Context: an optimization exercise on an open-source flow, tuned for small area, a short achievable clock period and few clock cycles. The choices shown serve that exercise and are no tape-out recipe.
Function was not checked in any run shown here: the RTL went through the layout flow alone.
No activity file was given, so power comes from the tool's default toggle rates.

[flow/config.mk]
export PLATFORM = sky130hd
export DESIGN_NAME = nbc_stream_dec
export DESIGN_NICKNAME = nbc_stream_dec
export VERILOG_FILES = /design/flow/design.v
export SDC_FILE = /design/flow/constraint.sdc
export NUM_CORES = 4
export LEC_CHECK = 0
export CAP_MARGIN = 20
export CORE_MARGIN = 2
export CORE_UTILIZATION = 30
export SETUP_SLACK_MARGIN = 4.5
export SLEW_MARGIN = 20
[flow/constraint.sdc]
create_clock -name core_clock -period 8.0 [get_ports {clk}]
set_input_delay 1.6000 -clock core_clock [delete_from_list [all_inputs] [get_ports {clk}]]
set_output_delay 1.6000 -clock core_clock [all_outputs]
set_load 0.01 [all_outputs]
[flow/run.sh]
#!/bin/bash
# synth_recipe.tcl (not shown) runs the flow's synth.tcl, then flattens the netlist and writes it again
# the make line also repeats each setting of config.mk as NAME=value (left out here)
make -C /OpenROAD-flow-scripts/flow DESIGN_CONFIG=/design/flow/config.mk WORK_HOME=/design/flow/orfs CLKGATE_MAP_FILE= SYNTH_SCRIPT=/design/flow/synth_recipe.tcl finish
[flow/design.v]
module nbc_stream_dec (
    input  wire        clk,
    input  wire        rst,
    input  wire        cmd_valid,
    output wire        cmd_ready,
    input  wire [1:0]  cmd_mode,
    input  wire [63:0] cmd_acc,
    input  wire        in_valid,
    output wire        in_ready,
    input  wire [63:0] in_data,
    output reg         out_valid,
    input  wire        out_ready,
    output reg  [63:0] out_data,
    output reg         out_last
);
    localparam S_COUNT = 2'd0;    
    localparam S_SLOT  = 2'd1;    
    localparam S_HDR   = 2'd2;    
    localparam S_END   = 2'd3;    
    reg [1:0]   state;
    reg         have_cmd;
    reg         cmd_rdy;
    reg         m_acc;       
    reg         m_delta;     
    reg [31:0]  remain;      
    reg         rem_zero;    
    reg         rem_is1;     
    reg         rem_le1;     
    reg [4:0]   blk_n;
    reg [7:0]   blk_m;       
    reg         blk_pad;     
    reg [4:0]   blk_np;      
    reg [2:0]   idx;
    reg [4:0]   sm;          
    reg [4:0]   sc;          
    reg [63:0]  w0, w1, w2;
    reg [1:0]   wk;          
    reg         in_rdy;
    reg [4:0]   p;           
    reg         f_valid;
    reg         f_load;      
    reg         f_last;
    reg         f_acc;       
    reg         f_cy;        
    reg [63:0]  f;
    assign in_ready  = in_rdy;
    assign cmd_ready = cmd_rdy;
    wire go     = !out_valid || out_ready;   
    wire en1    = !f_valid || go;            
    wire cmd_go = cmd_valid && cmd_rdy;
    wire take   = in_valid && in_rdy;
    wire       drop  = p[4];                 
    wire [1:0] wk_e  = wk - {1'b0, drop};    
    wire       have1 = (wk_e != 2'd0);
    wire       have2 = wk_e[1];
    wire [127:0] win = drop ? {w2, w1} : {w1, w0};
    wire [63:0]  ext = win >> {p[3:0], 2'b00};
    wire [63:0] lo       = drop ? w1 : w0;
    wire [31:0] cnt      = lo[31:0];
    wire        cnt_zero = (cnt == 32'd0);
    wire [15:0] hdr     = (state == S_COUNT) ? lo[47:32] : ext[15:0];
    wire [4:0]  hdr_n   = hdr[4:0];
    wire [7:0]  hdr_m   = hdr[15:8];
    wire        hdr_pad = hdr_n[0] & (^hdr_m);
    reg  [63:0] smask;
    integer j;
    always @(*) begin
        for (j = 0; j < 16; j = j + 1)
            smask[4*j +: 4] = (j < sm) ? 4'hF : 4'h0;
    end
    wire        last    = (idx == 3'd7);
    wire [4:0]  tot_s   = {1'b0, p[3:0]} + sc;
    wire        avail_s = (sc == 5'd0) || have2 || (have1 && (tot_s <= 5'd16));
    wire        rest_unstored = (blk_n == 5'd0) || (&blk_m[7:1]);
    wire        fin     = rem_le1 && rest_unstored;
    wire [4:0]  tot_h   = {1'b0, p[3:0]} + 5'd4;
    wire        avail_h = have2 || (have1 && (tot_h <= 5'd16));
    reg [1:0]   state_n;
    reg         have_cmd_n, f_valid_n;
    reg [4:0]   p_n;
    reg         start, slot_go;
    always @(*) begin
        state_n    = state;
        have_cmd_n = have_cmd;
        f_valid_n  = f_valid && !go;
        p_n        = {1'b0, p[3:0]};
        start      = 1'b0;
        slot_go    = 1'b0;
        if (cmd_go) begin
            have_cmd_n = 1'b1;
            f_valid_n  = 1'b1;
        end
        if (en1) begin
            case (state)
                S_COUNT: begin
                    if ((have_cmd || cmd_go) && have1) begin
                        start      = 1'b1;
                        have_cmd_n = 1'b0;
                        if (!cnt_zero) begin
                            p_n     = 5'd12;
                            state_n = S_SLOT;
                        end else begin
                            p_n     = 5'd16;
                        end
                    end
                end
                S_SLOT: begin
                    if (avail_s) begin
                        slot_go = 1'b1;
                        if (!rem_zero)
                            f_valid_n = 1'b1;
                        if (fin) begin
                            p_n     = (tot_s == 5'd0) ? 5'd0 : 5'd16;
                            state_n = (tot_s > 5'd16) ? S_END : S_COUNT;
                        end else begin
                            p_n = tot_s;
                            if (last)
                                state_n = S_HDR;
                        end
                    end
                end
                S_HDR: begin
                    if (avail_h) begin
                        p_n     = tot_h;
                        state_n = S_SLOT;
                    end
                end
                S_END: begin
                    p_n     = 5'd16;
                    state_n = S_COUNT;
                end
            endcase
        end
    end
    wire [1:0] wk_n = wk_e + {1'b0, take};
    always @(posedge clk) begin
        if (drop) begin
            w0 <= w1;
            w1 <= w2;
        end
        if (take) begin
            if (wk_e == 2'd0) w0 <= in_data;
            if (wk_e == 2'd1) w1 <= in_data;
            if (wk_e == 2'd2) w2 <= in_data;
        end
    end
    always @(posedge clk) begin
        if (en1 && (state == S_SLOT || (state == S_COUNT && cmd_rdy))) begin
            f      <= (state == S_COUNT) ? cmd_acc : (ext & smask);
            f_load <= (state == S_COUNT);
            f_last <= rem_is1;
            f_acc  <= (state != S_COUNT) && m_acc;
            f_cy   <= (state != S_COUNT) && m_delta;
        end
        if (cmd_go) begin
            m_acc   <= (cmd_mode == 2'd1) || (cmd_mode == 2'd2);
            m_delta <= (cmd_mode == 2'd1);
        end
        if (start) begin
            remain  <= cnt;
            rem_is1 <= (cnt == 32'd1);
            rem_le1 <= (cnt[31:1] == 31'd0);
        end
        if (slot_go && !rem_zero) begin
            remain  <= remain - 32'd1;
            rem_is1 <= (remain == 32'd2);
            rem_le1 <= (remain[31:2] == 30'd0) && !(remain[1] && remain[0]);
        end
        if (en1 && (state == S_COUNT || state == S_HDR)) begin
            blk_n   <= hdr_n;
            blk_m   <= hdr_m;
            blk_pad <= hdr_pad;
            blk_np  <= hdr_n + {4'd0, hdr_pad};
            idx     <= 3'd0;
            sm      <= hdr_m[0] ? 5'd0 : hdr_n;
            sc      <= hdr_m[0] ? 5'd0 : hdr_n;
        end
        if (slot_go) begin
            idx   <= idx + 3'd1;
            blk_m <= {1'b1, blk_m[7:1]};
            sm    <= blk_m[1] ? 5'd0 : blk_n;
            if (idx == 3'd6)
                sc <= blk_m[1] ? {4'd0, blk_pad} : blk_np;
            else
                sc <= blk_m[1] ? 5'd0 : blk_n;
        end
        if (rst) begin
            state    <= S_COUNT;
            have_cmd <= 1'b0;
            cmd_rdy  <= 1'b1;
            f_valid  <= 1'b0;
            p        <= 5'd0;
            wk       <= 2'd0;
            in_rdy   <= 1'b1;
            rem_zero <= 1'b1;
        end else begin
            state    <= state_n;
            have_cmd <= have_cmd_n;
            cmd_rdy  <= (state_n == S_COUNT) && !have_cmd_n && !f_valid_n;
            f_valid  <= f_valid_n;
            p        <= p_n;
            wk       <= wk_n;
            in_rdy   <= (wk_n != 2'd3) || p_n[4];
            if (start)
                rem_zero <= cnt_zero;
            else if (slot_go && !rem_zero)
                rem_zero <= rem_is1;
        end
    end
    wire [63:0] a  = out_data & {64{f_acc}};
    wire [63:0] hp = a ^ f;
    wire [63:0] hg = out_data & f & {64{f_cy}};
    reg  [63:0] pg, pp;
    integer l, i;
    always @(*) begin
        pg = hg;
        pp = hp;
        for (l = 0; l < 6; l = l + 1)
            for (i = 0; i < 64; i = i + 1)
                if ((i >> l) & 1) begin
                    pg[i] = pg[i] | (pp[i] & pg[((i >> l) << l) - 1]);
                    pp[i] = pp[i] & pp[((i >> l) << l) - 1];
                end
    end
    wire [63:0] sink = hp ^ {pg[62:0], 1'b0};
    always @(posedge clk) begin
        if (rst) begin
            out_valid <= 1'b0;
        end else if (go) begin
            out_valid <= f_valid && !f_load;
            if (f_valid) begin
                out_data <= sink;
                out_last <= f_last;
            end
        end
    end
endmodule
==> flow_summary.yaml, run 1 <==
cts:
  cts_tree: "built"
  cts_root_buf: "sky130_fd_sc_hd__clkbuf_16"
  cts_max_path_buffers: 3
  clk_pin_slew_worst_paths_ns: 0.06
  tritoncts_num_sinks: 407
  clock_tree.htree_level_count: 2
  clock_latency_ns: 0.61
  cts_made_buffers: 48
  cts_hold_repair.buffers: 0
sta:
  totalNegativeSetupSlack_ns: 0
  worst_hold_slack_ns: 0.4277
  grt_setup_unrepaired: "true"
  slew_viol_final: 0
  timing_hold_violations_final: 0
  timing.final.setup_violations: 0
  slew_headroom: 0.2975
  worstMarginPinSlew_ns: 1.054
  min_period_over_period: 0.4590
  maxClockFrequency_ghz: 0.2724
  timing.final.crit_period_ns: 3.672
  clock_skew_ns: 0.02677
synthesis:
  largest_family_of_logic_cells_by_synthesized_area: "compound AO/OA/AOI/OAI gates"
  synth.lib_cells_used.distinct: 78
  synth_xor_area_frac: 0.05826
  synth.net_count: 2893
  number_of_flops_mapped_to_enable_cells_by_yosys: 263
  ys.warnings.count: 1
  synth-compound-area-share: 0.1633
  synth_top_flop_cell: "sky130_fd_sc_hd__edfxtp_1"
  postSynthCellCount: 2735
  muxShareOfSynthArea: 0.1489
  synthAdderAreaFrac: 0.01163
  syn_area_per_cell_um2: 9.282
  synth_async_sr_flop_share: 0
  simple_gate_area_share_of_the_yosys_netlist: 0.1561
  synth-seq-cells: 407
  synth_sequential_area_ratio: 0.4246
  syn-cell-area_um2: 25390
pwr:
  power_leakage_nw: 11.71
  vdd_ir_drop_max_v: 0.0002150
  total_power_per_unit_cell_area_nw_per_um2: 465.6
placed_design:
  port_buf_inserts: 202
  gp_congestion: 0.9847
  dp_hpwl_um: 64780
  dp_cells: 3933
floorplan:
  placement_rows: 106
  design.die.area_um2: 86970
  die_width_um: 294.9
  initial_utilization: 0.3034
  floorplan.core_area_um2: 83690
  die_y_um: 294.9
  io_pins: 203
critical_path:
  cp.arrival_ns: 4.01
  critical_path.most_common_cell: "sky130_fd_sc_hd__xnor2_1"
  critical_path_s_largest_stage_delay_ns: 0.38
  worstPathCellList: "buf_12 -> buf_4 -> buf_6 -> mux2i_1 -> mux2i_1 -> mux2_2 -> a21oi_1 -> o31a_1 -> o21a_1 -> xnor2_2 -> xnor2_1 -> xnor2_1 -> and2_4 -> ha_4 -> nand3_1 -> xnor2_1"
  critical_path.top_delay_family: "multiplexers"
  critical_path.endpoint_type: "register"
  critPathMaxFanout: 8
  data_required_time_of_the_critical_path_ns: 8.34
  setup.worst_path.class: "register to register"
  critical-path-slowest-cell: "sky130_fd_sc_hd__dfxtp_4"
  critical_path_buf_inv_count: 3
  worstSetupStartpointType: "register"
routing:
  remaining_drc_errors: 0
  drt-vias-per-instance: 5.485
  drt_first_iter_violations: 2549
  drt-pass1-iter-count: 8
  antenna_left: 0
  totalWireLength_um: 94260
  wl_per_cell_um: 22.92
  num_vias: 22560
global_routing:
  antenna_violations_before_repair: 3
  first_global_vias: 20080
  pin_count_of_the_biggest_net_entering_global_routing: 81
  grt_first_pass_wirelength_um: 131000
  gr-usage-all-layers: 0.1993
  total_congestion_overflow: 0
finish:
  areaGrowthSynthToFinish_pct: 25.50
  antenna_cells_inserted: 0
  drive_above_1_share: 0.1490
  final_cells: 4113
  finalNetCount: 3098
status:
  outcome: "timing/DRC/antenna clean"
worst_hold_path:
  timing.hold.worst.class: "register to register"
flow_run:
  max_cap_viol_count: 0
-- cells by family (layout without fill, tap and decap cells) --
| logic type | after synthesis | after routing |
|---|---|---|
| DFF | 407 | 407 |
| buffers and inverters | 230 | 472 |
| xor gates and xnor gates | 168 | 168 |
| adders and majority gates | 23 | 23 |
| muxes | 316 | 316 |
| and+or+nand+nor | 901 | 903 |
| AOI/OAI and AO/OA | 690 | 690 |
-- metal layers --
metal  part of all wire  global-route usage  vias to the layer above
li1                   -                   -                    10380
met1               0.42              0.2858                    10800
met2               0.44              0.3109                     1175
met3              0.097             0.03310                      203
met4              0.034             0.04978                        4
met5            0.00022                   0                        -
-- placed cells by master (no fill, tap or decap), types with 15 or more instances in the layout --
cell type,n
sky130_fd_sc_hd__a21oi_1,258
sky130_fd_sc_hd__nand2_1,348
sky130_fd_sc_hd__nor2_1,333
sky130_fd_sc_hd__a32oi_1,22
sky130_fd_sc_hd__o211ai_1,29
sky130_fd_sc_hd__clkbuf_16,62
sky130_fd_sc_hd__and2_1,16
sky130_fd_sc_hd__o21ai_0,165
sky130_fd_sc_hd__nor4_1,15
sky130_fd_sc_hd__o21ai_1,17
sky130_fd_sc_hd__mux2i_2,22
sky130_fd_sc_hd__edfxtp_1,263
sky130_fd_sc_hd__nand2b_1,17
sky130_fd_sc_hd__ha_1,20
sky130_fd_sc_hd__inv_1,43
sky130_fd_sc_hd__a31oi_1,34
sky130_fd_sc_hd__a22o_1,25
sky130_fd_sc_hd__xor2_1,53
sky130_fd_sc_hd__nand3_1,31
sky130_fd_sc_hd__clkdlybuf4s50_1,202
sky130_fd_sc_hd__xnor2_1,110
sky130_fd_sc_hd__mux2_2,67
sky130_fd_sc_hd__nor3_1,20
sky130_fd_sc_hd__buf_4,87
sky130_fd_sc_hd__mux2i_1,175
sky130_fd_sc_hd__dfxtp_1,139
sky130_fd_sc_hd__mux4_2,42
-- state kept, by name, summed over array words and instances, names as in the netlist, 3 cells and up --
register / flops
p: 5
idx: 3
blk_n: 5
blk_np: 5
remain: 32
w0: 64
w1: 64
sm: 5
sc: 5
w2: 64
f: 64
out_data: 64
blk_m: 7
-- metrics by stage --
step             util  cell area, µm²  power, mW  setup slack, ns
6_report       0.3807           31860      14.83            4.328
5_1_grt        0.3807           31860      15.57            4.245
4_1_cts        0.3657           30610      13.89            4.234
3_5_place_dp   0.3418           28610      11.49            3.149
3_3_place_gp   0.3418           28610      11.42            3.161
2_1_floorplan       -           25630      9.008            4.055
-- Yosys cell counts (all sizes together), types with 23 or more instances --
cell type	n	area, µm²
nand2	354	1329
nor2	337	1265
a21oi	266	1339
edfxtp	263	7898
mux2i	201	2012
o21ai	184	920.9
dfxtp	144	2883
clkbuf	113	424.2
xnor2	113	997.2
mux2	73	822.0
buf	68	336.6
xor2	55	481.7
inv	47	176.4
mux4	42	945.9
a31oi	36	225.2
nand3	33	165.2
o211ai	29	217.7
a22o	25	219.0
nor3	24	131.4
a32oi	23	201.4
-- where the power goes --
part / leakage [nW] / internal [mW] / switching, mW
sequential: 3.73 / 3.47 / 0.802
clock: 0.762 / 1.29 / 0.926
combinational: 7.22 / 3.31 / 5.04
total: 11.7 / 8.06 / 6.77
-- worst register-to-register path: stages, from the launching register on --
cell	delay, ns
sky130_fd_sc_hd__dfxtp_4	0.38
sky130_fd_sc_hd__buf_12	0.12
sky130_fd_sc_hd__buf_4	0.12
sky130_fd_sc_hd__buf_6	0.19
sky130_fd_sc_hd__mux2i_1	0.39
sky130_fd_sc_hd__mux2i_1	0.12
sky130_fd_sc_hd__mux2_2	0.33
sky130_fd_sc_hd__a21oi_1	0.35
sky130_fd_sc_hd__o31a_1	0.20
sky130_fd_sc_hd__o21a_1	0.19
sky130_fd_sc_hd__xnor2_2	0.13
sky130_fd_sc_hd__xnor2_1	0.09
sky130_fd_sc_hd__xnor2_1	0.25
sky130_fd_sc_hd__and2_4	0.21
sky130_fd_sc_hd__ha_4	0.13
sky130_fd_sc_hd__nand3_1	0.08
sky130_fd_sc_hd__xnor2_1	0.15
-- cell type report --
cell class | count | area (µm²)
clock inverters | 20 | 188.9
multi-input cells | 2100 | 14290
clock buffers | 69 | 1373
repair buffers | 334 | 3558
well taps | 1134 | 1419
flip-flops and latches | 407 | 10800
fillers | 8281 | 51830
inverters | 49 | 231.5
-- final timing paths --
kind	from	end	slack (ns)	cells past startpoint
hold reg to reg	f_last$_DFFE_PP_	out_last$_DFFE_PP_	0.43	0
hold / removal	f_last$_DFFE_PP_	out_last$_DFFE_PP_	0.43	0
setup reg to reg	p[4]$_SDFF_PP0_	blk_np[4]$_DFFE_PP_	4.33	16
setup / recovery	p[4]$_SDFF_PP0_	blk_np[4]$_DFFE_PP_	4.33	16
-- what timing repair did --
| action | in CTS | in global routing |
|---|---|---|
| buffers inserted | 15 | 54 |
| gates resized for setup | 41 | 97 |
| gates cloned | 5 | 17 |
| pin swaps | 3 | 15 |
| endpoints found under the setup margin | 248 | 258 |
==> run 2: changes to the inputs <==
--- a/flow/config.mk
+++ b/flow/config.mk
@@ -7,6 +7,6 @@
 export LEC_CHECK = 0
 export CAP_MARGIN = 20
 export CORE_MARGIN = 2
-export CORE_UTILIZATION = 30
-export SETUP_SLACK_MARGIN = 4.5
+export CORE_UTILIZATION = 50
+export SETUP_SLACK_MARGIN = 5
 export SLEW_MARGIN = 20
==> run 2 against run 1 <==
  * Area after synthesis stayed put
  * Core utilization rose by 29 points
  * Combinational power is 11% higher
  * Clock-buffer cell count fell by 3
  * Hold slack barely moved
  * First-iteration DRC count down 6.1%
  * Highest routed layer unchanged
==> flow_summary.yaml, run 2 <==
synthesis:
  synthDominantCellAreaShare: 0.3111
  synth_most_common_cell: "sky130_fd_sc_hd__nand2_1"
  syn-cell-area_um2: 25390
  postSynthCellCount: 2735
  synth_sequential_area_ratio: 0.4246
  number_of_flops_mapped_to_enable_cells_by_yosys: 263
  synth.area.top_cells: "sky130_fd_sc_hd__edfxtp_1 (31%), sky130_fd_sc_hd__dfxtp_1 (11%), sky130_fd_sc_hd__mux2i_1 (7.9%)"
  synth_top_flop_cell: "sky130_fd_sc_hd__edfxtp_1"
  synth_async_sr_flop_share: 0
  synth-seq-cells: 407
  ys.warnings.count: 1
  syn_area_per_cell_um2: 9.282
  netlist_top_cells_count: "sky130_fd_sc_hd__nand2_1 (354), sky130_fd_sc_hd__nor2_1 (337), sky130_fd_sc_hd__a21oi_1 (264)"
  synth.net_count: 2893
  synth.largest_area_cell: "sky130_fd_sc_hd__edfxtp_1"
  synth.lib_cells_used.distinct: 78
floorplan:
  design.die.area_um2: 52590
  placement_rows: 82
  die_width_um: 229.3
  io_pins: 203
  die_y_um: 229.3
  initial_utilization: 0.5060
  floorplan.core_area_um2: 50170
critical_path:
  cp.arrival_ns: 3.95
  critical_path.endpoint_type: "register"
  critical_path.top_delay_family: "multiplexers"
  setup.worst_path.class: "register to register"
  critical_path_s_largest_stage_delay_ns: 0.51
  critical-path-slowest-cell: "sky130_fd_sc_hd__mux4_2"
  critical_path_buf_inv_count: 3
  worstSetupStartpointType: "register"
  critical_path.most_common_cell: "sky130_fd_sc_hd__xnor2_1"
  critPathMaxFanout: 10
  data_required_time_of_the_critical_path_ns: 8.34
  worstPathCellList: "buf_8 -> buf_16 -> mux2i_1 -> buf_4 -> mux2_2 -> mux4_2 -> o221a_4 -> a21oi_2 -> xnor2_1 -> xnor2_1 -> xnor2_2 -> and2_4 -> ha_4 -> nand3_2 -> xnor2_1"
cts:
  clk_pin_slew_worst_paths_ns: 0.06
  clock_tree.htree_level_count: 2
  tritoncts_num_sinks: 407
  cts_root_buf: "sky130_fd_sc_hd__clkbuf_16"
  clock_latency_ns: 0.62
  cts_max_path_buffers: 3
  cts_hold_repair.buffers: 0
  cts_made_buffers: 47
  cts_tree: "built"
routing:
  antenna_left: 0
  wl_per_cell_um: 25.62
  drt_first_iter_violations: 2393
  totalWireLength_um: 96830
  remaining_drc_errors: 0
  drt-vias-per-instance: 6.286
  num_vias: 23760
  drt-pass1-iter-count: 6
pwr:
  power_frac_comb: 0.585
  total_power_per_unit_cell_area_nw_per_um2: 469.6
  p_seq_frac: 0.270
  p_switching_mw: 7.221
  internal_power_mw: 8.627
  power.total_mw: 15.85
  clockPowerShare: 0.144
  p_sw_frac: 0.4556
  power_leakage_nw: 12.90
  vdd_ir_drop_max_v: 0.0002665
finish:
  areaGrowthSynthToFinish_pct: 32.94
  num-fill-cells: 3892
  layout.cells.most_common: "sky130_fd_sc_hd__nand2_1"
  finalNetCount: 3224
  final_cells: 3780
  drive_above_1_share: 0.2370
  commonest_cells_after_routing_fill_and_taps_aside: "sky130_fd_sc_hd__nand2_1 (341), sky130_fd_sc_hd__nor2_1 (299), sky130_fd_sc_hd__edfxtp_1 (263)"
global_routing:
  pin_count_of_the_biggest_net_entering_global_routing: 82
  gr-usage-all-layers: 0.3525
  total_congestion_overflow: 0
  antenna_violations_before_repair: 6
  first_global_vias: 22520
  grt_first_pass_wirelength_um: 140900
worst_hold_path:
  timing.hold.worst.class: "register to register"
placed_design:
  gp_congestion: 0.9426
  port_buf_inserts: 202
  dp_hpwl_um: 61900
  dp_cells: 3469
  place_worst_setup_slack_ns: 3.266
sta:
  worstMarginPinSlew_ns: 0.9235
  totalNegativeSetupSlack_ns: 0
  clock_skew_ns: 0.03658
  worst_hold_slack_ns: 0.4276
  timing_hold_violations_final: 0
  timing.final.crit_period_ns: 3.606
  slew_viol_final: 0
  setup_slack_ns: 4.394
  timing.final.setup_violations: 0
  maxClockFrequency_ghz: 0.2773
  min_period_over_period: 0.4508
  grt_setup_unrepaired: "true"
  slew_headroom: 0.3778
flow_run:
  max_cap_viol_count: 0
status:
  outcome: "timing/DRC/antenna clean"
==> run 2: cell counts after synthesis <==
No cell type changed its count.
==> run 2: timing repair <==
item | CTS | global route
setup endpoints to repair | 581 | 249
buffers inserted | 139 | 46
gates resized for setup | 305 | 222
pin swaps | 72 | 84
endpoints found under the hold margin | 0 | 0
gates cloned | 25 | 10
==> run 2: power groups by stage <==
stage          clock network, mW  registers [mW]  logic, mW
2_1_floorplan                  0            3.92       5.17
3_3_place_gp                   0            4.26       7.13
3_5_place_dp                   0            4.31       7.24
4_1_cts                     2.31            4.21       8.44
5_1_grt                     2.39            4.37       9.81
6_report                    2.29            4.28       9.28
==> run 2: worst paths after layout <==
| kind | from | end | slack [ns] | cells after the start |
|---|---|---|---|---|
| max | p[4]$_SDFF_PP0_ | blk_np[4]$_DFFE_PP_ | 4.39 | 15 |
| max reg2reg | p[4]$_SDFF_PP0_ | blk_np[4]$_DFFE_PP_ | 4.39 | 15 |
| min | f_last$_DFFE_PP_ | out_last$_DFFE_PP_ | 0.43 | 0 |
| min reg2reg | f_last$_DFFE_PP_ | out_last$_DFFE_PP_ | 0.43 | 0 |
==> run 2: final cells by class <==
type | count | area [µm²] | area share
repair inverters | 1 | 8.758 | 0.0002595
diodes | 3 | 7.507 | 0.0002224
well taps | 672 | 840.8 | 0.02491
flip-flops and latches | 407 | 10800 | 0.3200
multi-input cells | 2107 | 15500 | 0.4594
repair buffers | 453 | 4726 | 0.1400
clock buffers | 66 | 1370 | 0.04059
inverters | 49 | 236.5 | 0.007007
clock inverters | 22 | 256.5 | 0.007600
==> run 2: routing by layer <==
metal,vias up,track usage,part of all wire
li1,10670,-,-
met1,11530,0.4550,0.39
met2,1245,0.5674,0.46
met4,6,0.1855,0.065
met5,-,0,0.00036
met3,307,0.06200,0.082
==> run 2: per-stage QoR <==
stage,area (µm²),utilization
6_report,33750,0.6727
3_5_place_dp,28050,0.5592
2_1_floorplan,25710,-
3_3_place_gp,28050,0.5592
5_1_grt,33740,0.6726
4_1_cts,32360,0.6451
==> run 2: kinds of logic after synthesis <==
family | count (synthesis) | share of synthesized area
mux | 316 | 0.1489
simple gates | 901 | 0.1561
fa+ha+maj | 23 | 0.01163
flops | 407 | 0.4246
xor+xnor | 168 | 0.05826
buf+inv | 230 | 0.03721
compound gates | 690 | 0.1633
==> run 2: worst reg2reg max path, cell delays in order, from the launching register on <==
cell                      delay [ns]
sky130_fd_sc_hd__dfxtp_4        0.37
sky130_fd_sc_hd__buf_8          0.17
sky130_fd_sc_hd__buf_16         0.19
sky130_fd_sc_hd__mux2i_1        0.09
sky130_fd_sc_hd__buf_4          0.17
sky130_fd_sc_hd__mux2_2         0.31
sky130_fd_sc_hd__mux4_2         0.51
sky130_fd_sc_hd__o221a_4        0.31
sky130_fd_sc_hd__a21oi_2        0.17
sky130_fd_sc_hd__xnor2_1        0.16
sky130_fd_sc_hd__xnor2_1        0.20
sky130_fd_sc_hd__xnor2_2        0.17
sky130_fd_sc_hd__and2_4         0.19
sky130_fd_sc_hd__ha_4           0.13
sky130_fd_sc_hd__nand3_2        0.06
sky130_fd_sc_hd__xnor2_1        0.13
==> run 3: changes to the inputs <==
--- a/flow/design.v
+++ b/flow/design.v
@@ -28,8 +28,7 @@
     reg         rem_le1;     
     reg [4:0]   blk_n;
     reg [7:0]   blk_m;       
-    reg         blk_pad;     
-    reg [4:0]   blk_np;      
+    reg         odd;         
     reg [2:0]   idx;
     reg [4:0]   sm;          
     reg [4:0]   sc;          
@@ -61,7 +60,6 @@
     wire [15:0] hdr     = (state == S_COUNT) ? lo[47:32] : ext[15:0];
     wire [4:0]  hdr_n   = hdr[4:0];
     wire [7:0]  hdr_m   = hdr[15:8];
-    wire        hdr_pad = hdr_n[0] & (^hdr_m);
     reg  [63:0] smask;
     integer j;
     always @(*) begin
@@ -69,6 +67,7 @@
             smask[4*j +: 4] = (j < sm) ? 4'hF : 4'h0;
     end
     wire        last    = (idx == 3'd7);
+    wire        pad7    = blk_n[0] & (odd ^ !blk_m[0] ^ !blk_m[1]);
     wire [4:0]  tot_s   = {1'b0, p[3:0]} + sc;
     wire        avail_s = (sc == 5'd0) || have2 || (have1 && (tot_s <= 5'd16));
     wire        rest_unstored = (blk_n == 5'd0) || (&blk_m[7:1]);
@@ -138,7 +137,7 @@
             w0 <= w1;
             w1 <= w2;
         end
-        if (take) begin
+        if (in_rdy) begin
             if (wk_e == 2'd0) w0 <= in_data;
             if (wk_e == 2'd1) w1 <= in_data;
             if (wk_e == 2'd2) w2 <= in_data;
@@ -169,8 +168,7 @@
         if (en1 && (state == S_COUNT || state == S_HDR)) begin
             blk_n   <= hdr_n;
             blk_m   <= hdr_m;
-            blk_pad <= hdr_pad;
-            blk_np  <= hdr_n + {4'd0, hdr_pad};
+            odd     <= 1'b0;
             idx     <= 3'd0;
             sm      <= hdr_m[0] ? 5'd0 : hdr_n;
             sc      <= hdr_m[0] ? 5'd0 : hdr_n;
@@ -178,9 +176,10 @@
         if (slot_go) begin
             idx   <= idx + 3'd1;
             blk_m <= {1'b1, blk_m[7:1]};
+            odd   <= odd ^ !blk_m[0];
             sm    <= blk_m[1] ? 5'd0 : blk_n;
             if (idx == 3'd6)
-                sc <= blk_m[1] ? {4'd0, blk_pad} : blk_np;
+                sc <= (blk_m[1] ? 5'd0 : blk_n) + {4'd0, pad7};
             else
                 sc <= blk_m[1] ? 5'd0 : blk_n;
         end
--- a/flow/config.mk
+++ b/flow/config.mk
@@ -7,6 +7,6 @@
 export LEC_CHECK = 0
 export CAP_MARGIN = 20
 export CORE_MARGIN = 2
-export CORE_UTILIZATION = 50
-export SETUP_SLACK_MARGIN = 5
+export CORE_UTILIZATION = 30
+export SETUP_SLACK_MARGIN = 4.5
 export SLEW_MARGIN = 20
==> run 3 against run 2 <==
  * Still clean
  * Clock skew shrank 0.0042 ns
  * Clock power shrank 5%
  * Final cell count grew 10%
  * Non-clock buffer count shrank 177
  * Area after synthesis shrank 0.20%
  * Global-route usage shrank 16 points
  * Synthesized cell count grew 4.6%
  * Die area grew 65%
  * Sequential power shrank 1%
  * Via count shrank 6.3%
  * Critical endpoint is now out_data[57]$_DFFE_PP_
  * Largest power group unchanged
  * Highest routed layer unchanged
==> flow_summary.yaml, run 3 <==
sta:
  worstMarginPinSlew_ns: 0.9772
  maxClockFrequency_ghz: 0.2837
  timing.final.setup_violations: 0
  slew_viol_final: 0
  slew_headroom: 0.3299
  totalNegativeSetupSlack_ns: 0
  setup_slack_ns: 4.475
  min_period_over_period: 0.4406
  clock_skew_ns: 0.03236
  timing_hold_violations_final: 0
  timing.final.crit_period_ns: 3.525
  grt_setup_unrepaired: "true"
critical_path:
  data_required_time_of_the_critical_path_ns: 8.34
  worstPathCellList: "buf_4 -> bufbuf_16 -> o21ai_0 -> a32oi_2 -> or4_4 -> or3b_4 -> a31oi_4 -> o21ai_4 -> a31oi_4 -> buf_4 -> nor2_2 -> o21ai_1 -> xnor2_1"
  worstSetupStartpointType: "register"
  cp.arrival_ns: 3.86
  critical_path.endpoint_type: "register"
  critical_path_s_largest_stage_delay_ns: 0.51
  critPathMaxFanout: 38
  setup.worst_path.class: "register to register"
  worst-r2r-cell-count: 13
  critical-path-slowest-cell: "sky130_fd_sc_hd__or4_4"
cts:
  cts_made_buffers: 47
  cts_max_path_buffers: 3
  cts_tree: "built"
  clock_latency_ns: 0.61
  clock_tree.htree_level_count: 2
  clk_pin_slew_worst_paths_ns: 0.06
  cts_root_buf: "sky130_fd_sc_hd__clkbuf_16"
  tritoncts_num_sinks: 403
  cts_hold_repair.buffers: 0
synthesis:
  synthDominantCellAreaShare: 0.3070
  synth.lib_cells_used.distinct: 89
  synth.area.top_cells: "sky130_fd_sc_hd__edfxtp_1 (31%), sky130_fd_sc_hd__dfxtp_1 (11%), sky130_fd_sc_hd__mux2i_1 (9.3%)"
  synth_most_common_cell: "sky130_fd_sc_hd__nand2_1"
  synth_async_sr_flop_share: 0
  synth-seq-cells: 403
  ys.warnings.count: 1
  syn_area_per_cell_um2: 8.859
  synth.net_count: 3019
  synth_sequential_area_ratio: 0.4207
  syn-cell-area_um2: 25340
  netlist_top_cells_count: "sky130_fd_sc_hd__nand2_1 (428), sky130_fd_sc_hd__nor2_1 (354), sky130_fd_sc_hd__a21oi_1 (294)"
  number_of_flops_mapped_to_enable_cells_by_yosys: 259
  synth.largest_area_cell: "sky130_fd_sc_hd__edfxtp_1"
  postSynthCellCount: 2860
  synth_top_flop_cell: "sky130_fd_sc_hd__edfxtp_1"
finish:
  num-fill-cells: 8483
  seq_area_um2: 10680
  areaGrowthSynthToFinish_pct: 22.45
  commonest_cells_after_routing_fill_and_taps_aside: "sky130_fd_sc_hd__nand2_1 (424), sky130_fd_sc_hd__nor2_1 (350), sky130_fd_sc_hd__a21oi_1 (291)"
  postLayoutCoreUtil: 0.3707
  drive_above_1_share: 0.1150
  layout.cells.most_common: "sky130_fd_sc_hd__nand2_1"
  multiInputGateArea_um2: 14260
  finalNetCount: 3156
routing:
  num_vias: 22260
  wl_per_cell_um: 21.27
  antenna_left: 0
  drt_first_iter_violations: 2336
  remaining_drc_errors: 0
  drt-pass1-iter-count: 5
  drt-vias-per-instance: 5.336
  totalWireLength_um: 88740
floorplan:
  die_width_um: 294.6
  design.die.area_um2: 86800
  placement_rows: 106
  io_pins: 203
  floorplan.core_area_um2: 83690
  initial_utilization: 0.3028
  die_y_um: 294.6
worst_hold_path:
  hold-path-cell-count: 0
  timing.hold.worst.class: "register to register"
flow_run:
  max_cap_viol_count: 0
global_routing:
  first_global_vias: 19910
  pin_count_of_the_biggest_net_entering_global_routing: 83
  gr-usage-all-layers: 0.1949
  antenna_violations_before_repair: 5
  total_congestion_overflow: 0
  grt_first_pass_wirelength_um: 128400
pwr:
  vdd_ir_drop_max_v: 0.0001865
  power_leakage_nw: 11.15
  total_power_per_unit_cell_area_nw_per_um2: 435.4
placed_design:
  place_worst_setup_slack_ns: 3.524
  dp_hpwl_um: 63310
  port_buf_inserts: 202
  gp_congestion: 0.9403
status:
  outcome: "timing/DRC/antenna clean"
run 3: cell type report:
| cell class | instances | area share |
|---|---|---|
| clock buffers | 61 | 0.04089 |
| diodes | 2 | 0.0001613 |
| multi-input cells | 2219 | 0.4596 |
| repair buffers | 276 | 0.09445 |
| clock inverters | 27 | 0.008913 |
| well taps | 1134 | 0.04573 |
| inverters | 50 | 0.006049 |
| flip-flops and latches | 403 | 0.3442 |
run 3: worst max-delay path, delay by kind of cell, from the launching register on:
| kind | cells | cell delay (ns) |
|---|---|---|
| xor+xnor | 1 | 0.09 |
| flops | 1 | 0.48 |
| buf+inv | 3 | 0.66 |
| compound gates | 6 | 1.05 |
| simple gates | 3 | 0.96 |
run 3: what timing repair did:
| item | in CTS | in global routing |
|---|---|---|
| gates cloned | 5 | 4 |
| pin swaps | 7 | 16 |
| resized for setup | 41 | 69 |
| setup endpoints to repair | 192 | 125 |
| setup buffers | 11 | 23 |
run 3: final timing paths:
check	start	to	slack (ns)
setup / recovery	f_acc$_DFFE_PP_	out_data[57]$_DFFE_PP_	4.48
hold / removal	f_last$_DFFE_PP_	out_last$_DFFE_PP_	0.44
setup reg to reg	f_acc$_DFFE_PP_	out_data[57]$_DFFE_PP_	4.48
hold reg to reg	f_last$_DFFE_PP_	out_last$_DFFE_PP_	0.44
run 3: per-stage QoR:
step / power, mW / hold slack [ns] / instances / instance area [µm²]
after CTS: 13.21 / 0.4465 / 4143 / 30450
after floorplan: 8.572 / 0.4003 / 2860 / 25520
final: 13.51 / 0.4358 / 4172 / 31020
after global placement: 10.72 / 0.4216 / 4039 / 28410
after detailed placement: 10.80 / 0.4311 / 4039 / 28410
after global routing: 14.33 / 0.4539 / 4170 / 31020
run 3: cell families after synthesis:
family / synth area share
buffers and inverters: 0.03763
muxes: 0.1369
xor gates and xnor gates: 0.05600
DFF: 0.4207
AOI/OAI and AO/OA: 0.1650
and+or+nand+nor: 0.1715
adders and majority gates: 0.01215
run 3: where the power goes:
part	internal, mW	switching (mW)
Combinational	2.64	4.47
Sequential	3.43	0.795
Clock	1.26	0.916
run 3: layer usage:
layer,vias up,track usage,wire (µm)
met4,8,0.05874,2628
li1,10540,-,-
met1,10600,0.2734,38600
met2,978,0.2990,39450
met5,-,0,52
met3,135,0.04178,8017
==> run 4: changes to the inputs <==
--- a/flow/config.mk
+++ b/flow/config.mk
@@ -8,5 +8,5 @@
 export CAP_MARGIN = 20
 export CORE_MARGIN = 2
 export CORE_UTILIZATION = 30
-export SETUP_SLACK_MARGIN = 4.5
+export SETUP_SLACK_MARGIN = 5
 export SLEW_MARGIN = 20
==> run 4 against run 3 <==
  * Area after synthesis did not move
  * Critical path type unchanged
  * First-iteration DRC count grew 1.3%
  * Highest routed layer unchanged
  * Clock power is 5% lower
  * Sequential share of layout area shrank 2.5 points
  * Sequential power about the same
  * Synthesized cell count unchanged
  * Total power up 5.6%
  * Global-route usage rose by 1.1 points
  * Clock-buffer cell count grew 6
  * Final cell count increased by 3.5%
  * Non-clock buffer count grew 141
  * Final area up 7.9%
==> flow_summary.yaml, run 4 <==
finish:
  postLayoutCoreUtil: 0.4001
  design_area_um2: 33490
  commonest_cells_after_routing_fill_and_taps_aside: "sky130_fd_sc_hd__nand2_1 (416), sky130_fd_sc_hd__nor2_1 (313), sky130_fd_sc_hd__edfxtp_1 (259)"
  final_cells: 4316
  drive_above_1_share: 0.2079
  areaGrowthSynthToFinish_pct: 32.16
  num-fill-cells: 8206
  layout.cells.most_common: "sky130_fd_sc_hd__nand2_1"
  finalNetCount: 3305
placed_design:
  dp_cells: 4038
  port_buf_inserts: 202
  gp_congestion: 0.9622
  dp_hpwl_um: 62590
  postPlaceCellArea_um2: 28470
synthesis:
  synthDominantCellAreaShare: 0.3070
  synth.largest_area_cell: "sky130_fd_sc_hd__edfxtp_1"
  synth_xor_area_frac: 0.05600
  synth.net_count: 3019
  simple_gate_area_share_of_the_yosys_netlist: 0.1715
  synth.area.top_cells: "sky130_fd_sc_hd__edfxtp_1 (31%), sky130_fd_sc_hd__dfxtp_1 (11%), sky130_fd_sc_hd__mux2i_1 (9.3%)"
  synth-seq-cells: 403
  muxShareOfSynthArea: 0.1369
  ys.warnings.count: 1
  netlist_top_cells_count: "sky130_fd_sc_hd__nand2_1 (428), sky130_fd_sc_hd__nor2_1 (354), sky130_fd_sc_hd__a21oi_1 (294)"
  synth_sequential_area_ratio: 0.4207
  synth.lib_cells_used.distinct: 89
  synth_most_common_cell: "sky130_fd_sc_hd__nand2_1"
  synthAdderAreaFrac: 0.01215
  postSynthCellCount: 2860
  syn_area_per_cell_um2: 8.859
  largest_family_of_logic_cells_by_synthesized_area: "simple AND/OR/NAND/NOR gates"
  synth_async_sr_flop_share: 0
  syn-cell-area_um2: 25340
  number_of_flops_mapped_to_enable_cells_by_yosys: 259
  synth_top_flop_cell: "sky130_fd_sc_hd__edfxtp_1"
  synth-compound-area-share: 0.1650
critical_path:
  critical_path.endpoint_type: "register"
  critical-path-slowest-cell: "sky130_fd_sc_hd__edfxtp_1"
  timing.rr.start: "f_acc$_DFFE_PP_"
  critical_path.reg2reg.endpoint: "out_data[61]$_DFFE_PP_"
  critical_path.top_delay_family: "compound AO/OA/AOI/OAI gates"
  critPathMaxFanout: 6
  worstPathCellList: "buf_6 -> buf_12 -> nand2_1 -> o32a_1 -> a222oi_1 -> buf_4 -> o211a_1 -> o211ai_1 -> buf_4 -> a31oi_4 -> o21ai_4 -> a31oi_4 -> buf_12 -> a21oi_2 -> o211ai_1 -> xnor2_1"
  data_required_time_of_the_critical_path_ns: 8.32
  worst-r2r-cell-count: 16
  reg2reg_setup_slack_ns: 4.47
  worstSetupStartpointType: "register"
  critical_path_s_largest_stage_delay_ns: 0.37
  critical_path_buf_inv_count: 5
  setup.worst_path.class: "register to register"
  cp.arrival_ns: 3.85
sta:
  slew_headroom: 0.2577
  timing.final.setup_violations: 0
  totalNegativeSetupSlack_ns: 0
  slew_viol_final: 0
  maxClockFrequency_ghz: 0.2829
  timing.final.crit_period_ns: 3.534
  worstMarginPinSlew_ns: 1.114
  min_period_over_period: 0.4418
  clock_skew_ns: 0.03737
  timing_hold_violations_final: 0
  grt_setup_unrepaired: "true"
floorplan:
  initial_utilization: 0.3028
  io_pins: 203
  die_width_um: 294.6
  design.die.area_um2: 86800
  die_y_um: 294.6
  floorplan.core_area_um2: 83690
  placement_rows: 106
routing:
  route.top_layer_used: "met5"
  met3RoutedLength_um: 8454
  drt_first_iter_violations: 2366
  num_vias: 23300
  totalWireLength_um: 93840
  drt-pass1-iter-count: 6
  wl_per_cell_um: 21.74
  drt-vias-per-instance: 5.399
  drt-met1-wl_um: 40060
  antenna_left: 0
  remaining_drc_errors: 0
  met2_wl_post_dr_um: 41410
status:
  outcome: "timing/DRC/antenna clean"
flow_run:
  max_cap_viol_count: 0
cts:
  clock_tree.htree_level_count: 2
  cts_root_buf: "sky130_fd_sc_hd__clkbuf_16"
  cts_max_path_buffers: 3
  clock_latency_ns: 0.60
  cts_made_buffers: 46
  cts_hold_repair.buffers: 0
  tritoncts_num_sinks: 403
  clk_pin_slew_worst_paths_ns: 0.06
  cts_tree: "built"
global_routing:
  grt_first_pass_wirelength_um: 135600
  total_congestion_overflow: 0
  antenna_violations_before_repair: 8
  first_global_vias: 21030
  pin_count_of_the_biggest_net_entering_global_routing: 106
  gr-usage-all-layers: 0.2059
worst_hold_path:
  launch_instance_of_the_worst_min_delay_path: "f_last$_DFFE_PP_"
  hold-path-cell-count: 0
  timing.hold.worst.class: "register to register"
  hold_path_end: "out_last$_DFFE_PP_"
pwr:
  vdd_ir_drop_max_v: 0.0002375
  power_leakage_nw: 12.31
  total_power_per_unit_cell_area_nw_per_um2: 425.9
==> run 4: cell counts after synthesis <==
No cell type changed its count.
==> run 4: worst max-delay path by stage <==
| stage | start | endpoint | cells past startpoint |
|---|---|---|---|
| floorplan | f_acc$_DFFE_PP_ | out_data[53]$_DFFE_PP_ | 23 |
| global placement | p[1]$_SDFFE_PP0P_ | remain[25]$_DFFE_PP_ | 11 |
| detailed placement | p[1]$_SDFFE_PP0P_ | sc[4]$_DFFE_PP_ | 10 |
| CTS | f_acc$_DFFE_PP_ | out_data[59]$_DFFE_PP_ | 15 |
| global route | f_acc$_DFFE_PP_ | out_data[61]$_DFFE_PP_ | 17 |
| finish | f_acc$_DFFE_PP_ | out_data[61]$_DFFE_PP_ | 16 |
==> run 4: layout make-up <==
type                    instances  area [µm²]  area share
diodes                          2       5.005   0.0001495
clock buffers                  67        1334     0.03983
clock inverters                15       115.1    0.003438
inverters                      50       188.9    0.005642
multi-input cells            2228       15380      0.4593
flip-flops and latches        403       10680      0.3191
well taps                    1134        1419     0.04237
repair buffers                417        4362      0.1303
==> run 4: worst register-to-register path: stages, from the launching register on <==
cell and delay, ns:
sky130_fd_sc_hd__edfxtp_1 0.37, sky130_fd_sc_hd__buf_6 0.18, sky130_fd_sc_hd__buf_12 0.15, sky130_fd_sc_hd__nand2_1 0.10
sky130_fd_sc_hd__o32a_1 0.37, sky130_fd_sc_hd__a222oi_1 0.31, sky130_fd_sc_hd__buf_4 0.20, sky130_fd_sc_hd__o211a_1 0.19
sky130_fd_sc_hd__o211ai_1 0.10, sky130_fd_sc_hd__buf_4 0.18, sky130_fd_sc_hd__a31oi_4 0.27, sky130_fd_sc_hd__o21ai_4 0.12
sky130_fd_sc_hd__a31oi_4 0.25, sky130_fd_sc_hd__buf_12 0.15, sky130_fd_sc_hd__a21oi_2 0.04, sky130_fd_sc_hd__o211ai_1 0.20
sky130_fd_sc_hd__xnor2_1 0.09
==> run 4: metal layers <==
layer  global-route usage  up-vias
li1                     -    10880
met1               0.2834    11100
met2               0.3216     1096
met3              0.04034      207
met4              0.07018       12
met5                    0        -
==> run 4: cells by family (layout without fill, tap and decap cells) <==
logic type,after synthesis,in the layout
XOR/XNOR,162,162
other,0,2
flip-flops,403,403
AND/OR/NAND/NOR,995,1001
AO/OA/AOI/OAI,713,716
buffers and inverters,238,549
multiplexers,325,325
adder cells (fa/ha/maj),24,24
==> run 4: repair_timing <==
| item | 4_1_cts | 5_1_grt |
|---|---|---|
| resized for setup | 331 | 167 |
| buffers inserted | 127 | 40 |
| gates cloned | 21 | 6 |
| pin swaps | 55 | 61 |
| endpoints found under the setup margin | 505 | 236 |
==> run 4: through the flow <==
stage,hold WS [ns],setup slack [ns],power [mW]
detailed placement,0.4530,3.396,10.80
CTS,0.4682,4.596,13.63
global route,0.4723,4.339,15.08
finish,0.4572,4.466,14.26
global placement,0.4510,3.418,10.73
floorplan,0.4003,3.953,8.602
==> run 4: where the power goes <==
part | internal [mW] | switching, mW
Combinational | 3.09 | 4.89
Sequential | 3.43 | 0.787
Clock | 1.19 | 0.878
Total | 7.71 | 6.56
==> run 5: changes to the inputs <==
--- a/flow/config.mk
+++ b/flow/config.mk
@@ -8,5 +8,6 @@
 export CAP_MARGIN = 20
 export CORE_MARGIN = 2
 export CORE_UTILIZATION = 30
-export SETUP_SLACK_MARGIN = 5
+export SETUP_SLACK_MARGIN = 4.5
 export SLEW_MARGIN = 20
+export TNS_END_PERCENT = 10
==> run 5 against run 4 <==
  * Sequential share of layout area increased by 3.0 points
  * Flip-flop and latch count unchanged
  * Area after synthesis unchanged
  * Combinational power decreased by 13%
  * Fmax decreased by 0.22%
  * Synthesized cell count unchanged
  * Hold slack got worse by 0.036 ns
  * Total power decreased by 7.3%
  * Clock skew decreased by 0.015 ns
  * Non-clock buffer count decreased by 155
  * Largest cell class unchanged
  * Core utilization decreased by 3.5 points
  * Register-to-register slack about the same
==> flow_summary.yaml, run 5 <==
sta:
  totalNegativeSetupSlack_ns: 0
  timing_hold_violations_final: 0
  timing.final.setup_violations: 0
  min_period_over_period: 0.4428
  grt_setup_unrepaired: "true"
  worstMarginPinSlew_ns: 0.9624
  slew_viol_final: 0
  maxClockFrequency_ghz: 0.2823
  clock_skew_ns: 0.02203
  slew_headroom: 0.3584
  timing.final.crit_period_ns: 3.542
finish:
  num-fill-cells: 8472
  finalNetCount: 3140
  drive_above_1_share: 0.1028
  commonest_cells_after_routing_fill_and_taps_aside: "sky130_fd_sc_hd__nand2_1 (425), sky130_fd_sc_hd__nor2_1 (351), sky130_fd_sc_hd__a21oi_1 (290)"
  areaGrowthSynthToFinish_pct: 20.59
  layout.cells.most_common: "sky130_fd_sc_hd__nand2_1"
  postLayoutCoreUtil: 0.3651
critical_path:
  critical_path_s_largest_stage_delay_ns: 0.48
  reg2reg_setup_slack_ns: 4.46
  worstPathCellList: "buf_12 -> nand2_2 -> xnor2_1 -> ha_2 -> a31o_4 -> and4_4 -> a211oi_4 -> o31ai_4 -> o2111ai_4 -> a31oi_4 -> o21ai_4 -> nand3_4 -> o211ai_4 -> mux2_4 -> nor3b_2"
  data_required_time_of_the_critical_path_ns: 8.42
  timing.rr.start: "f_acc$_DFFE_PP_"
  cp.arrival_ns: 3.97
  setup.worst_path.class: "register to register"
  setup.worst_path.start: "f_acc$_DFFE_PP_"
  critical-path-slowest-cell: "sky130_fd_sc_hd__edfxtp_1"
  critical_path.reg2reg.endpoint: "out_data[53]$_DFFE_PP_"
  worst-r2r-cell-count: 15
  critPathMaxFanout: 6
  worstSetupStartpointType: "register"
  critical_path.endpoint_type: "register"
placed_design:
  port_buf_inserts: 202
  gp_congestion: 0.9220
  dp_hpwl_um: 63150
cts:
  tritoncts_num_sinks: 403
  clock_latency_ns: 0.59
  cts_made_buffers: 45
  clock_tree.htree_level_count: 2
  cts_root_buf: "sky130_fd_sc_hd__clkbuf_16"
  clk_pin_slew_worst_paths_ns: 0.06
  cts_hold_repair.buffers: 0
  cts_tree: "built"
  cts_max_path_buffers: 3
synthesis:
  synth-seq-cells: 403
  synth_sequential_area_ratio: 0.4207
  synthDominantCellAreaShare: 0.3070
  synth.net_count: 3019
  ys.warnings.count: 1
  netlist_top_cells_count: "sky130_fd_sc_hd__nand2_1 (428), sky130_fd_sc_hd__nor2_1 (354), sky130_fd_sc_hd__a21oi_1 (294)"
  synth_most_common_cell: "sky130_fd_sc_hd__nand2_1"
  postSynthCellCount: 2860
  synth.largest_area_cell: "sky130_fd_sc_hd__edfxtp_1"
  synth_top_flop_cell: "sky130_fd_sc_hd__edfxtp_1"
  synth.area.top_cells: "sky130_fd_sc_hd__edfxtp_1 (31%), sky130_fd_sc_hd__dfxtp_1 (11%), sky130_fd_sc_hd__mux2i_1 (9.3%)"
  syn-cell-area_um2: 25340
  synth.lib_cells_used.distinct: 89
  number_of_flops_mapped_to_enable_cells_by_yosys: 259
  syn_area_per_cell_um2: 8.859
  synth_async_sr_flop_share: 0
routing:
  drt_first_iter_violations: 2305
  num_vias: 22000
  antenna_left: 0
  remaining_drc_errors: 0
  drt-vias-per-instance: 5.297
  drt-pass1-iter-count: 6
  wl_per_cell_um: 20.80
  totalWireLength_um: 86380
global_routing:
  use_met1: 0.2714
  grt_busiest_layer: "met2"
  total_congestion_overflow: 0
  pin_count_of_the_biggest_net_entering_global_routing: 85
  first_global_vias: 19900
  met2_usage: 0.2962
  grt_util_met3: 0.03152
  grt_first_pass_wirelength_um: 126600
  antenna_violations_before_repair: 10
  gr-usage-all-layers: 0.1916
pwr:
  power_leakage_nw: 10.96
  total_power_per_unit_cell_area_nw_per_um2: 432.9
  power.total_mw: 13.23
  vdd_ir_drop_max_v: 0.0002154
worst_hold_path:
  hold-path-cell-count: 0
  hold_path_end: "out_last$_DFFE_PP_"
  timing.hold.worst.class: "register to register"
  launch_instance_of_the_worst_min_delay_path: "f_last$_DFFE_PP_"
floorplan:
  design.die.area_um2: 86800
  placement_rows: 106
  die_y_um: 294.6
  io_pins: 203
  floorplan.core_area_um2: 83690
  die_width_um: 294.6
  initial_utilization: 0.3028
flow_run:
  max_cap_viol_count: 0
status:
  outcome: "timing/DRC/antenna clean"
run 5: kinds of logic (layout without fill, tap and decap cells):
| kind of cell | Yosys count | after routing | share of synthesized area |
|---|---|---|---|
| and+or+nand+nor | 995 | 995 | 0.1715 |
| AOI/OAI and AO/OA | 713 | 713 | 0.1650 |
| DFF | 403 | 403 | 0.4207 |
| muxes | 325 | 325 | 0.1369 |
| buffers and inverters | 238 | 395 | 0.03763 |
| xor gates and xnor gates | 162 | 162 | 0.05600 |
| adders and majority gates | 24 | 24 | 0.01215 |
| other | 0 | 1 | 0 |
run 5: layer usage:
metal	wire, µm	vias to the layer above
met5	86	-
met4	2757	14
met3	7310	146
met2	38200	871
met1	38020	10460
li1	-	10510
run 5: final cells by class:
class,instances,area (µm²),area share
clock inverters,19,156.4,0.005119
diodes,1,2.502,0.00008190
inverters,50,187.7,0.006143
clock buffers,64,1310,0.04287
well taps,1134,1419,0.04644
multi-input cells,2219,14050,0.4597
repair buffers,262,2754,0.09013
flip-flops and latches,403,10680,0.3495
run 5: worst max path at each step:
stage                             endpoint  cells past startpoint  slack, ns
finish              out_data[53]$_DFFE_PP_                     15       4.46
floorplan           out_data[53]$_DFFE_PP_                     23       3.95
detailed placement         sc[4]$_DFFE_PP_                     10       3.56
global route        out_data[53]$_DFFE_PP_                     15       4.28
CTS                 out_data[53]$_DFFE_PP_                     15       4.38
global placement           sc[4]$_DFFE_PP_                     10       3.66
run 5: repair_timing:
item | in CTS | in global routing
endpoints found under the setup margin | 193 | 204
hold endpoints to repair | 0 | 0
setup buffers | 8 | 12
pin swaps | 1 | 11
resized for setup | 24 | 62
cloned | 1 | 5
run 5: worst max-delay path: cells and delay by family, from the launching register on:
kind,cells,cell delay (ns)
xor gates and xnor gates,1,0.12
adders and majority gates,1,0.17
muxes,1,0.32
buffers and inverters,1,0.18
DFF,1,0.48
AOI/OAI and AO/OA,7,1.54
and+or+nand+nor,4,0.55
run 5: per-stage QoR:
stage | hold slack [ns] | cells | instance area, µm² | setup slack (ns)
floorplan | 0.4003 | 2860 | 25470 | 3.952
global placement | 0.4105 | 4042 | 28370 | 3.661
detailed placement | 0.4180 | 4042 | 28370 | 3.562
CTS | 0.4220 | 4134 | 30090 | 4.384
global route | 0.4546 | 4151 | 30550 | 4.276
finish | 0.4208 | 4152 | 30550 | 4.458
run 5: power breakdown:
| group | total (mW) | internal (mW) | switching [mW] | leakage, nW |
|---|---|---|---|---|
| Combinational | 6.93 | 2.57 | 4.36 | 6.53 |
| Clock | 2.08 | 1.21 | 0.878 | 0.732 |
| Sequential | 4.21 | 3.43 | 0.779 | 3.70 |
==> run 6: changes to the inputs <==
--- a/flow/config.mk
+++ b/flow/config.mk
@@ -8,6 +8,7 @@
 export CAP_MARGIN = 20
 export CORE_MARGIN = 2
 export CORE_UTILIZATION = 30
+export PLACE_DENSITY = 0.75
 export SETUP_SLACK_MARGIN = 4.5
 export SLEW_MARGIN = 20
 export TNS_END_PERCENT = 10
==> run 6 against run 5 <==
  * Largest power group unchanged
  * Area after synthesis unchanged
  * Die area unchanged
  * Worst setup slack better by 0.013 ns
  * Sequential share of layout area up 0.12 points
  * Via count up 1.8%
  * Hold slack worse by 0.00088 ns
  * Final cell count about the same
  * Critical path depth down 1
  * Synthesized cell count unchanged
  * Largest cell class unchanged
  * Sequential power about the same
  * Clock skew up 0.010 ns
  * Still clean on timing, DRC and antenna
  * Flip-flop and latch count unchanged
==> flow_summary.yaml, run 6 <==
worst_hold_path:
  launch_instance_of_the_worst_min_delay_path: "f_last$_DFFE_PP_"
  hold_path_end: "out_last$_DFFE_PP_"
  hold-path-cell-count: 0
  timing.hold.worst.class: "register to register"
pwr:
  vdd_ir_drop_max_v: 0.0002617
  total_power_per_unit_cell_area_nw_per_um2: 432.6
  power_leakage_nw: 10.87
flow_run:
  max_cap_viol_count: 0
sta:
  min_period_over_period: 0.4412
  timing.final.crit_period_ns: 3.530
  setup_slack_ns: 4.470
  grt_setup_unrepaired: "true"
  clock_skew_ns: 0.03252
  slew_headroom: 0.3037
  maxClockFrequency_ghz: 0.2833
  worst_hold_slack_ns: 0.4199
  timing_hold_violations_final: 0
  totalNegativeSetupSlack_ns: 0
  timing.final.setup_violations: 0
  worstMarginPinSlew_ns: 1.015
  slew_viol_final: 0
critical_path:
  worstSetupStartpointType: "register"
  critical_path.endpoint_type: "register"
  worst-r2r-cell-count: 14
  cp.arrival_ns: 3.95
  timing.rr.start: "f_cy$_DFFE_PP_"
  critPathMaxFanout: 36
  data_required_time_of_the_critical_path_ns: 8.43
  setup.worst_path.class: "register to register"
  reg2reg_setup_slack_ns: 4.47
  critical_path.reg2reg.endpoint: "out_data[53]$_DFFE_PP_"
routing:
  drt-pass1-iter-count: 6
  wl_per_cell_um: 20.79
  antenna_left: 0
  drt-vias-per-instance: 5.399
  num_vias: 22400
  remaining_drc_errors: 0
  totalWireLength_um: 86270
  drt_first_iter_violations: 2914
synthesis:
  synth_xor_area_frac: 0.05600
  synth.net_count: 3019
  simple_gate_area_share_of_the_yosys_netlist: 0.1715
  synth_sequential_area_ratio: 0.4207
  synth-compound-area-share: 0.1650
  synth_top_flop_cell: "sky130_fd_sc_hd__edfxtp_1"
  synth_most_common_cell: "sky130_fd_sc_hd__nand2_1"
  syn-cell-area_um2: 25340
  synth.area.top_cells: "sky130_fd_sc_hd__edfxtp_1 (31%), sky130_fd_sc_hd__dfxtp_1 (11%), sky130_fd_sc_hd__mux2i_1 (9.3%)"
  syn_area_per_cell_um2: 8.859
  ys.warnings.count: 1
  muxShareOfSynthArea: 0.1369
  netlist_top_cells_count: "sky130_fd_sc_hd__nand2_1 (428), sky130_fd_sc_hd__nor2_1 (354), sky130_fd_sc_hd__a21oi_1 (294)"
  postSynthCellCount: 2860
  synth_async_sr_flop_share: 0
  largest_family_of_logic_cells_by_synthesized_area: "simple AND/OR/NAND/NOR gates"
  synth.largest_area_cell: "sky130_fd_sc_hd__edfxtp_1"
  synthAdderAreaFrac: 0.01215
  number_of_flops_mapped_to_enable_cells_by_yosys: 259
  synthDominantCellAreaShare: 0.3070
  synth.lib_cells_used.distinct: 89
  synth-seq-cells: 403
placed_design:
  dp_hpwl_um: 62030
  dp_cells: 4038
  place_worst_setup_slack_ns: 3.610
  port_buf_inserts: 202
  gp_congestion: 1.001
finish:
  postLayoutCoreUtil: 0.3638
  num-fill-cells: 8369
  areaGrowthSynthToFinish_pct: 20.17
  layout.cells.most_common: "sky130_fd_sc_hd__nand2_1"
  drive_above_1_share: 0.09695
  multiInputGateArea_um2: 14010
  commonest_cells_after_routing_fill_and_taps_aside: "sky130_fd_sc_hd__nand2_1 (426), sky130_fd_sc_hd__nor2_1 (351), sky130_fd_sc_hd__a21oi_1 (291)"
  seq_area_um2: 10680
  finalNetCount: 3137
  final_cells: 4149
cts:
  cts_tree: "built"
  cts_hold_repair.buffers: 0
  cts_max_path_buffers: 3
  clock_latency_ns: 0.60
  clk_pin_slew_worst_paths_ns: 0.06
  clock_tree.htree_level_count: 2
  cts_root_buf: "sky130_fd_sc_hd__clkbuf_16"
  tritoncts_num_sinks: 403
  cts_made_buffers: 44
global_routing:
  total_congestion_overflow: 0
  pin_count_of_the_biggest_net_entering_global_routing: 87
  first_global_vias: 20150
  gr-usage-all-layers: 0.1896
  antenna_violations_before_repair: 6
  grt_first_pass_wirelength_um: 126000
floorplan:
  floorplan.core_area_um2: 83690
  die_y_um: 294.6
  placement_rows: 106
  initial_utilization: 0.3028
  design.die.area_um2: 86800
  io_pins: 203
  die_width_um: 294.6
status:
  outcome: "timing/DRC/antenna clean"
run 6: cell counts after synthesis:
Identical to the previous run, type by type.
run 6: worst max-delay path by stage:
stage,start,to,slack (ns),depth (start not counted)
finish,f_cy$_DFFE_PP_,out_data[53]$_DFFE_PP_,4.47,14
global route,f_cy$_DFFE_PP_,out_data[53]$_DFFE_PP_,4.35,14
CTS,p[4]$_SDFF_PP0_,sc[2]$_DFFE_PP_,4.46,12
detailed placement,out_ready,sc[4]$_DFFE_PP_,3.61,7
global placement,out_ready,sc[4]$_DFFE_PP_,3.68,7
floorplan,f_acc$_DFFE_PP_,out_data[53]$_DFFE_PP_,3.95,23
run 6: logic make-up after synthesis:
kind of cell	Yosys count
flops	403
buf+inv	238
xor+xnor	162
mux	325
fa+ha+maj	24
compound gates	713
simple gates	995
run 6: metrics by stage:
stage          area (µm²)  power, mW
2_1_floorplan       25470      8.562
3_3_place_gp        28370      10.51
3_5_place_dp        28370      10.69
4_1_cts             30190      12.94
5_1_grt             30440      13.93
6_report            30450      13.17
run 6: repair_timing:
item                       CTS  global route
gates resized for setup     32            29
pin swaps                    6             5
setup endpoints to repair  183           118
setup buffers               11            12
cloned                       4             1
hold endpoints to repair     0             0
run 6: report_power, final:
| group | switching (mW) | total [mW] | internal (mW) |
|---|---|---|---|
| registers | 0.760 | 4.19 | 3.43 |
| logic | 4.40 | 6.94 | 2.54 |
| clock network | 0.873 | 2.04 | 1.17 |
run 6: final cells by class:
type | instances | area share
Antenna cell | 3 | 0.0002466
Clock inverter | 18 | 0.006698
Clock buffer | 62 | 0.04007
Timing Repair Buffer | 260 | 0.08930
Inverter | 50 | 0.006164
Multi-Input combinational cell | 2219 | 0.4602
Sequential cell | 403 | 0.3507
Tap cell | 1134 | 0.04660
run 6: worst max-delay path: stages, from the launching register on:
cell and delay (ns):
sky130_fd_sc_hd__edfxtp_1 0.43, sky130_fd_sc_hd__buf_12 0.20, sky130_fd_sc_hd__and3_1 0.20, sky130_fd_sc_hd__ha_2 0.18, sky130_fd_sc_hd__a31o_4 0.21, sky130_fd_sc_hd__and4_1 0.19
sky130_fd_sc_hd__a211oi_2 0.27, sky130_fd_sc_hd__o31ai_4 0.13, sky130_fd_sc_hd__o2111ai_4 0.27, sky130_fd_sc_hd__a31oi_4 0.16, sky130_fd_sc_hd__o21ai_4 0.25, sky130_fd_sc_hd__nand3_4 0.15
sky130_fd_sc_hd__o211ai_2 0.23, sky130_fd_sc_hd__mux2_4 0.33, sky130_fd_sc_hd__nor3b_2 0.15
run 6: per-layer routing:
metal | global-route usage | part of all wire | vias up | wire [µm]
met5 | 0 | 0.00064 | - | 55
met2 | 0.2962 | 0.44 | 1128 | 38290
met3 | 0.04004 | 0.11 | 161 | 9225
met1 | 0.2616 | 0.42 | 10610 | 35880
met4 | 0.05811 | 0.033 | 8 | 2817
li1 | - | - | 10490 | -
==> run 7: changes to the inputs <==
--- a/flow/config.mk
+++ b/flow/config.mk
@@ -8,7 +8,6 @@
 export CAP_MARGIN = 20
 export CORE_MARGIN = 2
 export CORE_UTILIZATION = 30
-export PLACE_DENSITY = 0.75
-export SETUP_SLACK_MARGIN = 4.5
+export SETUP_SLACK_MARGIN = 4.0
 export SLEW_MARGIN = 20
 export TNS_END_PERCENT = 10
==> run 7 against run 6 <==
  * Fmax down 8.0%
  * Clock-buffer cell count grew 9
  * First-iteration DRC count decreased by 23%
  * Sequential power is essentially flat
  * Hold slack gained 0.0030 ns
  * Worst setup slack worse by 0.31 ns
  * Via count is 1.4% lower
  * Area after synthesis is the same
  * Die area unchanged
  * Global-route usage barely moved
==> flow_summary.yaml, run 7 <==
cts:
  clock_tree.htree_level_count: 2
  cts_max_path_buffers: 3
  cts_tree: "built"
  cts_made_buffers: 47
finish:
  commonest_cells_after_routing_fill_and_taps_aside: "sky130_fd_sc_hd__nand2_1 (427), sky130_fd_sc_hd__nor2_1 (353), sky130_fd_sc_hd__a21oi_1 (293)"
  areaGrowthSynthToFinish_pct: 19.12
sta:
  worstMarginPinSlew_ns: 1.082
  slew_headroom: 0.2579
  clock_skew_ns: 0.02968
routing:
  wl_per_cell_um: 20.76
  drt-met1-wl_um: 38160
  totalWireLength_um: 86090
  met3RoutedLength_um: 7347
synthesis:
  synth-seq-cells: 403
  synth.lib_cells_used.distinct: 89
  synth_most_common_cell: "sky130_fd_sc_hd__nand2_1"
  postSynthCellCount: 2860
  synth.area.top_cells: "sky130_fd_sc_hd__edfxtp_1 (31%), sky130_fd_sc_hd__dfxtp_1 (11%), sky130_fd_sc_hd__mux2i_1 (9.3%)"
  netlist_top_cells_count: "sky130_fd_sc_hd__nand2_1 (428), sky130_fd_sc_hd__nor2_1 (354), sky130_fd_sc_hd__a21oi_1 (294)"
  ys.warnings.count: 1
  synth_async_sr_flop_share: 0
  syn_area_per_cell_um2: 8.859
floorplan:
  placement_rows: 106
  io_pins: 203
  design.die.area_um2: 86800
  floorplan.core_area_um2: 83690
status:
  outcome: "timing/DRC/antenna clean"
global_routing:
  antenna_violations_before_repair: 6
  pin_count_of_the_biggest_net_entering_global_routing: 122
  first_global_vias: 19650
critical_path:
  timing.rr.start: "p[1]$_SDFFE_PP0P_"
  crit_end: "sc[4]$_DFFE_PP_"
  reg2reg_setup_slack_ns: 4.16
placed_design:
  gp_congestion: 0.9525
## run 7: cell counts after synthesis
Identical to the previous run, type by type.
## run 7: layout make-up
type,count,area (µm²)
Multi-Input combinational cell,2219,13810
Clock inverter,15,140.1
Sequential cell,403,10680
Tap cell,1134,1419
Clock buffer,71,1410
Timing Repair Buffer,253,2529
Antenna cell,1,2.502
Fill cell,8546,53510
Inverter,50,187.7
## run 7: worst min path at each step
| stage | endpoint | slack, ns | cells past startpoint | start |
|---|---|---|---|---|
| 6_report | out_last$_DFFE_PP_ | 0.42 | 0 | f_last$_DFFE_PP_ |
| 2_1_floorplan | out_last$_DFFE_PP_ | 0.40 | 0 | f_last$_DFFE_PP_ |
| 5_1_grt | out_last$_DFFE_PP_ | 0.44 | 0 | f_last$_DFFE_PP_ |
| 3_3_place_gp | out_last$_DFFE_PP_ | 0.41 | 0 | f_last$_DFFE_PP_ |
| 3_5_place_dp | out_last$_DFFE_PP_ | 0.41 | 0 | f_last$_DFFE_PP_ |
| 4_1_cts | out_last$_DFFE_PP_ | 0.43 | 0 | f_last$_DFFE_PP_ |
## run 7: what timing repair did
| item | in CTS | in global routing |
|---|---|---|
| endpoints found under the setup margin | 145 | 103 |
| gates resized for setup | 7 | 12 |
| gates cloned | 0 | 2 |
| setup buffers | 5 | 8 |
## run 7: power by group
part	internal [mW]	total, mW	switching (mW)
logic	2.46	6.80	4.35
clock network	1.26	2.15	0.895
registers	3.43	4.19	0.758
total	7.14	13.1	6.00
## run 7: stage by stage
stage | std cells | power, mW | setup WS, ns
after floorplan | 2860 | 8.523 | 3.029
after global placement | 4044 | 10.72 | 3.507
after detailed placement | 4044 | 10.79 | 3.452
after CTS | 4135 | 13.00 | 3.955
after global routing | 4145 | 13.98 | 3.934
final | 4146 | 13.14 | 4.162
## run 7: logic make-up after synthesis
family | after synthesis | synth area share
and+or+nand+nor | 995 | 0.1715
AOI/OAI and AO/OA | 713 | 0.1650
DFF | 403 | 0.4207
muxes | 325 | 0.1369
buffers and inverters | 238 | 0.03763
xor gates and xnor gates | 162 | 0.05600
adders and majority gates | 24 | 0.01215
## run 7: metal layers
layer | vias up | global-route usage
met5 | - | 0
met4 | 8 | 0.06234
met3 | 139 | 0.03597
met2 | 885 | 0.2904
met1 | 10580 | 0.2686
li1 | 10490 | -
## run 7: worst max-delay path, cell delays in order (launching register included)
cell and delay [ns]:
sky130_fd_sc_hd__dfxtp_4 0.46, sky130_fd_sc_hd__inv_2 0.51, sky130_fd_sc_hd__buf_4 0.57, sky130_fd_sc_hd__o21ai_0 0.28, sky130_fd_sc_hd__mux2i_1 0.29, sky130_fd_sc_hd__a21oi_1 0.11, sky130_fd_sc_hd__o21ai_1 0.44, sky130_fd_sc_hd__nand2b_1 0.17
sky130_fd_sc_hd__a21oi_1 0.19, sky130_fd_sc_hd__a22o_1 0.27, sky130_fd_sc_hd__mux2_2 0.26

Check on run 7: ideal ports give 4.162 ns setup slack; a clkbuf_16 on the clock port and buf_2 on the inputs give 4.162 ns; moving port delays by the midpoint clock arrival (0.654 ns) as well gives 3.915 ns.
